From an optimization exercise on the open Yosys and OpenROAD flow, aimed at small area; shortcuts taken in it are not production practice. The clock port is modelled as an ideal driver, which makes a skipped or thinned clock tree look cheaper than it is; a real chip needs a root buffer or a tree. Power is estimated from default activity; no workload was simulated.

==> flow/design.v <==
module stepper_core (
    input  wire        clk,
    input  wire        rst,           
    input  wire [34:0] cfg,           
    input  wire        tick,          
    input  wire        cmd_valid,
    input  wire [35:0] cmd_word,      
    output wire        cmd_ready,
    output reg         done,
    output wire [31:0] done_result,
    output reg         write4,
    output wire [43:0] duty,          
    output wire [31:0] pin_id,
    output reg         cfg_out,
    output wire [7:0]  status         
);
    localparam [31:0] SPEED_RESET = 32'd1000;
    localparam [1:0] PH_IDLE = 2'd0;
    localparam [1:0] PH_EMIT = 2'd1;
    localparam [1:0] PH_WAIT = 2'd2;
    localparam [1:0] PH_HALT = 2'd3;
    localparam [3:0] OP_STEP      = 4'h1;
    localparam [3:0] OP_SET_SPEED = 4'h2;
    localparam [3:0] OP_GET_SPEED = 4'h3;
    reg [31:0] pin_r;
    reg [2:0]  mode;
    reg [31:0] speed;
    reg [5:0]  pos;
    reg        valid;        
    reg [1:0]  phase;
    reg [1:0]  cause;        
    reg [30:0] rem;          
    reg        dir;
    reg [30:0] tmr;          
    reg        gflag;        
    wire cfg_err = mode[2] & (mode[1] | mode[0]);
    wire m_ge1 = mode[2] | mode[1] | mode[0];
    wire m_ge2 = mode[2] | mode[1];
    wire m_ge3 = mode[2] | (mode[1] & mode[0]);
    wire m_ge4 = mode[2];
    wire [4:0] stride = {~m_ge1, m_ge1 & ~m_ge2, m_ge2 & ~m_ge3, m_ge3 & ~m_ge4, m_ge4};
    localparam [175:0] TAB_H = {16'h0001, 16'h07FE, 16'h38FE, 16'h5B3E, 16'hC94E, 16'hAC16, 16'h05DA, 16'h7606, 16'h80A0, 16'h07FE, 16'h38FE};
    localparam [175:0] TAB_L = {16'h0000, 16'hFFC0, 16'hFE38, 16'hF9B4, 16'hE526, 16'hD06A, 16'hB740, 16'hC0DC, 16'h0A02, 16'hFFC0, 16'hFE38};
    wire [10:0] dh, dl;
    genvar gb;
    generate
        for (gb = 0; gb < 11; gb = gb + 1) begin : g_tab
            wire [15:0] th = TAB_H[16*gb +: 16];
            wire [15:0] tl = TAB_L[16*gb +: 16];
            assign dh[gb] = th[pos[3:0]];
            assign dl[gb] = tl[pos[3:0]];
        end
    endgenerate
    wire [3:0]  osel = {valid & (pos[5:4] == 2'd3), valid & (pos[5:4] == 2'd2),
                        valid & (pos[5:4] == 2'd1), valid & (pos[5:4] == 2'd0)};
    assign duty[10:0]  = ({11{osel[3]}} & dh) | ({11{osel[2]}} & dl);
    assign duty[21:11] = ({11{osel[2]}} & dh) | ({11{osel[1]}} & dl);
    assign duty[32:22] = ({11{osel[1]}} & dh) | ({11{osel[0]}} & dl);
    assign duty[43:33] = ({11{osel[0]}} & dh) | ({11{osel[3]}} & dl);
    assign pin_id = pin_r;
    wire [5:0] step_v = {1'b0, stride};
    wire [5:0] next_i = dir ? (pos - step_v) : (pos + step_v);
    wire sweep_end = pos[5] & pos[4] & (pos[3] | ~m_ge1) & (pos[2] | ~m_ge2) &
                     (pos[1] | ~m_ge3) & (pos[0] | ~m_ge4);
    wire tmr_zero = ~(|tmr[30:4]) & (~tmr[3] | m_ge4) & (~tmr[2] | m_ge3) &
                    (~tmr[1] | m_ge2) & (~tmr[0] | m_ge1);
    wire [4:0]  dec_bit = {m_ge4, m_ge3 & ~m_ge4, m_ge2 & ~m_ge3, m_ge1 & ~m_ge2, ~m_ge1};
    wire [30:0] tmr_dec = tmr - ({26'd0, dec_bit} & {31{tick}});
    wire last_sweep = (rem[30:1] == 30'd0) & (rem[0] ^ dir);
    wire [3:0]  op     = cmd_word[35:32];
    wire [31:0] arg    = cmd_word[31:0];
    wire        idle   = (phase == PH_IDLE);
    wire        emit   = (phase == PH_EMIT);
    wire        waiting = (phase == PH_WAIT);
    wire        accept = cmd_valid & idle;
    assign cmd_ready   = idle;
    assign done_result = speed & {32{gflag}};
    assign status      = {2'b00, cause, 1'b0, phase == PH_HALT, cfg_err, emit | waiting};
    always @(posedge clk) begin
        gflag <= idle & (op == OP_GET_SPEED);
        tmr   <= waiting ? tmr_dec : speed[30:0];
        if (idle) dir <= arg[31];
        rem <= idle ? (arg[30:0] ^ {31{arg[31]}}) : (rem - {30'd0, waiting & tmr_zero & sweep_end});
        if (rst) begin
            pin_r   <= cfg[31:0];
            mode    <= cfg[34:32];
            speed   <= SPEED_RESET;
            pos     <= {2'b11, cfg[34] | cfg[33] | cfg[32], cfg[34] | cfg[33],
                        cfg[34] | (cfg[33] & cfg[32]), cfg[34]};
            valid   <= 1'b0;
            phase   <= PH_IDLE;
            cause   <= 2'd0;
            done    <= 1'b0;
            write4  <= 1'b0;
            cfg_out <= 1'b1;
        end else begin
            done    <= 1'b0;
            write4  <= 1'b0;
            cfg_out <= 1'b0;
            case (phase)
                PH_IDLE: begin
                    if (accept) begin
                        case (op)
                            OP_STEP: begin
                                if (cfg_err) begin
                                    cause <= 2'd2;
                                    phase <= PH_HALT;
                                end else if (arg == 32'd0) begin
                                    done  <= 1'b1;
                                end else if (speed[31] | (speed[30:0] == 31'd0)) begin
                                    cause <= 2'd3;
                                    phase <= PH_HALT;
                                end else begin
                                    phase <= PH_EMIT;
                                end
                            end
                            OP_SET_SPEED: begin
                                speed <= arg;
                                done  <= 1'b1;
                            end
                            OP_GET_SPEED: begin
                                done  <= 1'b1;
                            end
                            default: begin
                                cause <= 2'd1;
                                phase <= PH_HALT;
                            end
                        endcase
                    end
                end
                PH_EMIT: begin
                    valid  <= 1'b1;
                    write4 <= 1'b1;
                    pos    <= next_i;
                    phase  <= PH_WAIT;
                end
                PH_WAIT: begin
                    if (tmr_zero) begin
                        if (sweep_end & last_sweep) begin
                            phase <= PH_IDLE;
                            done  <= 1'b1;
                        end else begin
                            phase <= PH_EMIT;
                        end
                    end
                end
                default: ;  
            endcase
        end
    end
endmodule
==> flow/config.mk <==
export PLATFORM = sky130hd
export DESIGN_NAME = stepper_core
export DESIGN_NICKNAME = stepper_core
export VERILOG_FILES = /design/flow/design.v
export SDC_FILE = /design/flow/constraint.sdc
export NUM_CORES = 4
export LEC_CHECK = 0
export CAP_MARGIN = 20
export CORE_MARGIN = 2
export CORE_UTILIZATION = 65
export SLEW_MARGIN = 20
==> flow/constraint.sdc <==
create_clock -name core_clock -period 20.0 [get_ports {clk}]
set_input_delay 4.0000 -clock core_clock [delete_from_list [all_inputs] [get_ports {clk}]]
set_output_delay 4.0000 -clock core_clock [all_outputs]
set_load 0.01 [all_outputs]
standard.sh (not shown) runs the stock make flow with config.mk's settings and CLKGATE_MAP_FILE= SYNTH_SCRIPT=/design/flow/synth_recipe.tcl, a recipe that flattens the netlist after the stock synthesis.
==> flow/flow/run.sh <==
#!/bin/bash
set -o pipefail
export BUFFER_PORTS_ARGS="-buffer_cell sky130_fd_sc_hd__buf_1"
export CTS_ARGS="-sink_clustering_enable -repair_clock_nets -dont_use_dummy_load -buf_list sky130_fd_sc_hd__clkbuf_8"
bash standard.sh > standard.log 2>&1
The first run finished with timing, DRC and antenna clean.
Next try:
==> flow/flow/run.sh (replaced) <==
#!/bin/bash
set -o pipefail
export BUFFER_PORTS_ARGS="-buffer_cell sky130_fd_sc_hd__buf_1"
export CTS_ARGS="-sink_clustering_enable -repair_clock_nets -dont_use_dummy_load -buf_list sky130_fd_sc_hd__clkbuf_16 -sink_clustering_size 60 -sink_clustering_max_diameter 150 -sink_buffer_max_cap_derate 1.0 -sink_clustering_levels 1"
bash standard.sh > standard.log 2>&1
=> First-iteration DRC count came out lower by 7.1%. Register-to-register slack gains 0.04 ns. Sequential power hardly moves.
Next try:
==> flow/flow/run.sh (replaced) <==
#!/bin/bash
set -o pipefail
export BUFFER_PORTS_ARGS="-buffer_cell sky130_fd_sc_hd__buf_1"
export CTS_ARGS="-sink_clustering_enable -repair_clock_nets -dont_use_dummy_load -buf_list sky130_fd_sc_hd__clkbuf_8 -sink_clustering_size 40 -sink_clustering_max_diameter 100 -sink_buffer_max_cap_derate 1.0"
bash standard.sh > standard.log 2>&1
The new run passed the timing, DRC and antenna checks.
Global-route usage shrinks by 0.29 points.
Setup slack is worse by 0.050 ns.
Final cell count barely changes.
Next try:
==> flow/flow/run.sh (replaced) <==
#!/bin/bash
set -o pipefail
export BUFFER_PORTS_ARGS="-buffer_cell sky130_fd_sc_hd__buf_1"
export CTS_ARGS="-sink_clustering_enable -repair_clock_nets -dont_use_dummy_load -buf_list sky130_fd_sc_hd__clkbuf_8 -sink_clustering_size 40 -sink_clustering_max_diameter 100"
bash standard.sh > standard.log 2>&1
=> Synthesized area is unchanged. Setup slack is unchanged. Sequential cell count is unchanged. Clock power hardly moves. Global-route usage stays the same. Power stays the same. First-iteration DRC count does not change. Die area does not change. Sequential power stays flat.
No run of this note included a check of the RTL's function; only the layout flow was run.

========
stepper_core, a different RTL version from the one above (not shown whole).
Size: about 810 cells after synthesis, ~150 flip-flops, about 200 I/O pins, about 7100 um2 of cells after synthesis.
==> flow/config.mk <==
export PLATFORM = sky130hd
export DESIGN_NAME = stepper_core
export DESIGN_NICKNAME = stepper_core
export VERILOG_FILES = /design/flow/design.v
export SDC_FILE = /design/flow/constraint.sdc
export NUM_CORES = 4
export LEC_CHECK = 0
export CAP_MARGIN = 0
export CORE_AREA = 2.3 2.72 103.96 119.68
export DIE_AREA = 0 0 106.26 122.4
export SLEW_MARGIN = 0
==> flow/constraint.sdc <==
create_clock -name core_clock -period 20.0 [get_ports {clk}]
set_input_delay 4.0000 -clock core_clock [delete_from_list [all_inputs] [get_ports {clk}]]
set_output_delay 4.0000 -clock core_clock [all_outputs]
set_load 0.01 [all_outputs]
==> flow/flow/run.sh <==
#!/bin/bash
set -o pipefail
export BUFFER_PORTS_ARGS="-buffer_cell sky130_fd_sc_hd__buf_1"
export MY_CLK_CAP=1.0 MY_CLK_BIG_HPWL=75
export PRE_CTS_TCL="$(pwd)/flow/clock_tree.tcl"
bash standard.sh > standard.log 2>&1
==> flow/flow/clock_tree.tcl <==
# Replaces TritonCTS with a two-level clock tree: the flip-flops are split
# into balanced k-means clusters, each driven by one leaf clock buffer at
# its centre; the leaf buffers are split the same way among a few root
# buffers, which the clock port drives directly.
set nleaf [expr {[info exists ::env(MY_CLK_LEAVES)] ? $::env(MY_CLK_LEAVES) : 8}]
set leafm [expr {[info exists ::env(MY_CLK_LEAF_BUF)] ? $::env(MY_CLK_LEAF_BUF) : "sky130_fd_sc_hd__clkbuf_8"}]
set rootm [expr {[info exists ::env(MY_CLK_ROOT_BUF)] ? $::env(MY_CLK_ROOT_BUF) : "sky130_fd_sc_hd__clkbuf_8"}]
set block [ord::get_db_block]
set db [ord::get_db]
# a cluster may take this many times its even share of sinks
set ::capf [expr {[info exists ::env(MY_CLK_CAP)] ? $::env(MY_CLK_CAP) : 1.3}]

# points: list of {key x y}; returns list of {cx cy members}
proc kmeans {points ncl} {
  set n [llength $points]
  # initial centres: the points split into two strips along x (one if
  # there are few clusters), each strip split evenly along y
  set nstrip [expr {$ncl >= 4 ? 2 : 1}]
  set sorted [lsort -real -index 1 $points]
  set cx {}; set cy {}
  set k 0
  for {set st 0} {$st < $nstrip} {incr st} {
    set strip [lsort -real -index 2 [lrange $sorted [expr {$st * $n / $nstrip}] [expr {($st + 1) * $n / $nstrip - 1}]]]
    set ns [llength $strip]
    set kc [expr {($ncl * ($st + 1)) / $nstrip - ($ncl * $st) / $nstrip}]
    for {set j 0} {$j < $kc} {incr j} {
      set p [lindex $strip [expr {int(($j + 0.5) * $ns / $kc)}]]
      lappend cx [lindex $p 1]; lappend cy [lindex $p 2]
    }
  }
  set cap [expr {int(ceil($::capf * $n / $ncl))}]
  for {set iter 0} {$iter < 60} {incr iter} {
    set cand {}
    foreach s $points {
      for {set k 0} {$k < $ncl} {incr k} {
        set dx [expr {[lindex $s 1] - [lindex $cx $k]}]
        set dy [expr {[lindex $s 2] - [lindex $cy $k]}]
        lappend cand [list [expr {$dx * $dx + $dy * $dy}] [lindex $s 0] $k [lindex $s 1] [lindex $s 2]]
      }
    }
    set cand [lsort -real -index 0 $cand]
    array unset asg
    for {set k 0} {$k < $ncl} {incr k} { set cnt($k) 0; set sx($k) 0.0; set sy($k) 0.0; set mem($k) {} }
    foreach c $cand {
      set key [lindex $c 1]; set k [lindex $c 2]
      if {[info exists asg($key)] || $cnt($k) >= $cap} continue
      set asg($key) $k
      incr cnt($k)
      set sx($k) [expr {$sx($k) + [lindex $c 3]}]
      set sy($k) [expr {$sy($k) + [lindex $c 4]}]
      lappend mem($k) $key
    }
    set ncx {}; set ncy {}
    for {set k 0} {$k < $ncl} {incr k} {
      if {$cnt($k) > 0} {
        lappend ncx [expr {$sx($k) / $cnt($k)}]; lappend ncy [expr {$sy($k) / $cnt($k)}]
      } else { lappend ncx [lindex $cx $k]; lappend ncy [lindex $cy $k] }
    }
    set cx $ncx; set cy $ncy
  }
  set out {}
  for {set k 0} {$k < $ncl} {incr k} { lappend out [list [lindex $cx $k] [lindex $cy $k] $mem($k)] }
  return $out
}

proc add_buf {name master x y in_net} {
  set block [ord::get_db_block]
  set inst [odb::dbInst_create $block $master $name]
  set net [odb::dbNet_create $block "${name}_net"]
  $net setSigType CLOCK
  $inst setLocation [expr {int($x - [$master getWidth] / 2)}] [expr {int($y - [$master getHeight] / 2)}]
  $inst setPlacementStatus PLACED
  [$inst findITerm A] connect $in_net
  [$inst findITerm X] connect $net
  return $net
}

set clk_net [$block findNet clk]
$clk_net setSigType CLOCK
set sinks {}
foreach it [$clk_net getITerms] {
  set bb [[$it getInst] getBBox]
  lappend sinks [list $it [expr {([$bb xMin] + [$bb xMax]) / 2.0}] [expr {([$bb yMin] + [$bb yMax]) / 2.0}]]
}
puts "my_cts: [llength $sinks] sinks, $nleaf leaves of $leafm"
set leaves [kmeans $sinks $nleaf]
set nroot [expr {[info exists ::env(MY_CLK_ROOTS)] ? $::env(MY_CLK_ROOTS) : ($nleaf + 3) / 4}]
set lpts {}
for {set k 0} {$k < $nleaf} {incr k} {
  set l [lindex $leaves $k]
  lappend lpts [list $k [lindex $l 0] [lindex $l 1]]
}
set roots [kmeans $lpts $nroot]
set rmaster [$db findMaster $rootm]
set lmaster [$db findMaster $leafm]
set bmaster [$db findMaster [expr {[info exists ::env(MY_CLK_BIG_BUF)] ? $::env(MY_CLK_BIG_BUF) : "sky130_fd_sc_hd__clkbuf_16"}]]
set bighpwl [expr {[info exists ::env(MY_CLK_BIG_HPWL)] ? $::env(MY_CLK_BIG_HPWL) : 75}]
set r 0
foreach root $roots {
  set mem [lindex $root 2]
  # the root sits at the centroid of its leaves
  set x 0.0; set y 0.0
  foreach k $mem { set x [expr {$x + [lindex $lpts $k 1]}]; set y [expr {$y + [lindex $lpts $k 2]}] }
  set x [expr {$x / [llength $mem]}]; set y [expr {$y / [llength $mem]}]
  set rnet [add_buf "clkbuf_root_$r" $rmaster $x $y $clk_net]
  foreach k $mem {
    set l [lindex $leaves $k]
    # a spread-out cluster gets a stronger buffer
    set xs {}; set ys {}
    foreach it [lindex $l 2] {
      set bb [[$it getInst] getBBox]
      lappend xs [$bb xMin]; lappend ys [$bb yMin]
    }
    set xs [lsort -integer $xs]; set ys [lsort -integer $ys]
    set hpwl [expr {([lindex $xs end] - [lindex $xs 0] + [lindex $ys end] - [lindex $ys 0]) / 1000.0}]
    set m $lmaster
    if {$hpwl > $bighpwl} { set m $bmaster }
    set lnet [add_buf "clkbuf_leaf_$k" $m [lindex $l 0] [lindex $l 1] $rnet]
    puts "my_cts: leaf $k spans $hpwl um, [$m getName]"
    foreach it [lindex $l 2] { $it disconnect; $it connect $lnet }
    puts "my_cts: root $r leaf $k: [llength [lindex $l 2]] sinks"
  }
  incr r
}
# TritonCTS is not run
rename clock_tree_synthesis {}
proc clock_tree_synthesis {args} { puts "my_cts: clock_tree_synthesis $args skipped" }
==> next run, changes <==
--- a/flow/flow/run.sh
+++ b/flow/flow/run.sh
@@ -4 +4 @@
-export MY_CLK_CAP=1.0 MY_CLK_BIG_HPWL=75
+export MY_CLK_CAP=1.0 MY_CLK_BIG_HPWL=60
Effect:
- routed wire length hardly moves
- area after synthesis is unchanged
- final area went up by 0.43%
- synthesized cell count is unchanged
- setup slack stays flat
- via count went up by 0.80%
- critical path depth does not change
- final cell count stays the same
No functional check of the RTL was part of any run of this note. No run of this note takes its clock network from TritonCTS; it comes from the design's own scripts or RTL.

==> what the ideal ports hide <==
Ports are ideal in the flow. The routed layouts listed here were re-timed in OpenROAD.
Step 1 (the two cells are an assumption about what drives the block):
set clk [get_ports {clk}]
set_driving_cell -lib_cell sky130_fd_sc_hd__clkbuf_16 $clk
set_driving_cell -lib_cell sky130_fd_sc_hd__buf_2 [delete_from_list [all_inputs] $clk]
Step 2 moves the port delays by t, midway between the first and last clock arrival at a register: inputs arrive t later, outputs are due t later. That takes back most of the time a late clock gives input paths.
Three values: no drivers, after step 1, after step 2; two values: the first two.
run	shift t [ns]	setup WS [ns]	worst setup path after step 2	clock arrival spread, ns
the first run of note 1	0.476	13.421 / 13.384 / 13.562	input to register	0.032 / 0.032
the second run of note 1	0.451	13.471 / 13.430 / 13.620	input to register	0.018 / 0.018
the third run of note 1	0.476	13.421 / 13.384 / 13.562	input to register	0.032 / 0.032
the fourth run of note 1	0.476	13.421 / 13.384 / 13.562	input to register	0.032 / 0.032
the first run of note 2	0.372	9.324 / 9.326 / 8.954	input to register	0.031 / 0.031
the second run of note 2	0.380	9.323 / 9.328 / 8.948	input to register	0.022 / 0.022
After both steps setup and hold are still met in every run listed. For the second run of note 2, which loses most, drivers alone change the setup slack by +0.005 ns; drivers and shift together by -0.375 ns.
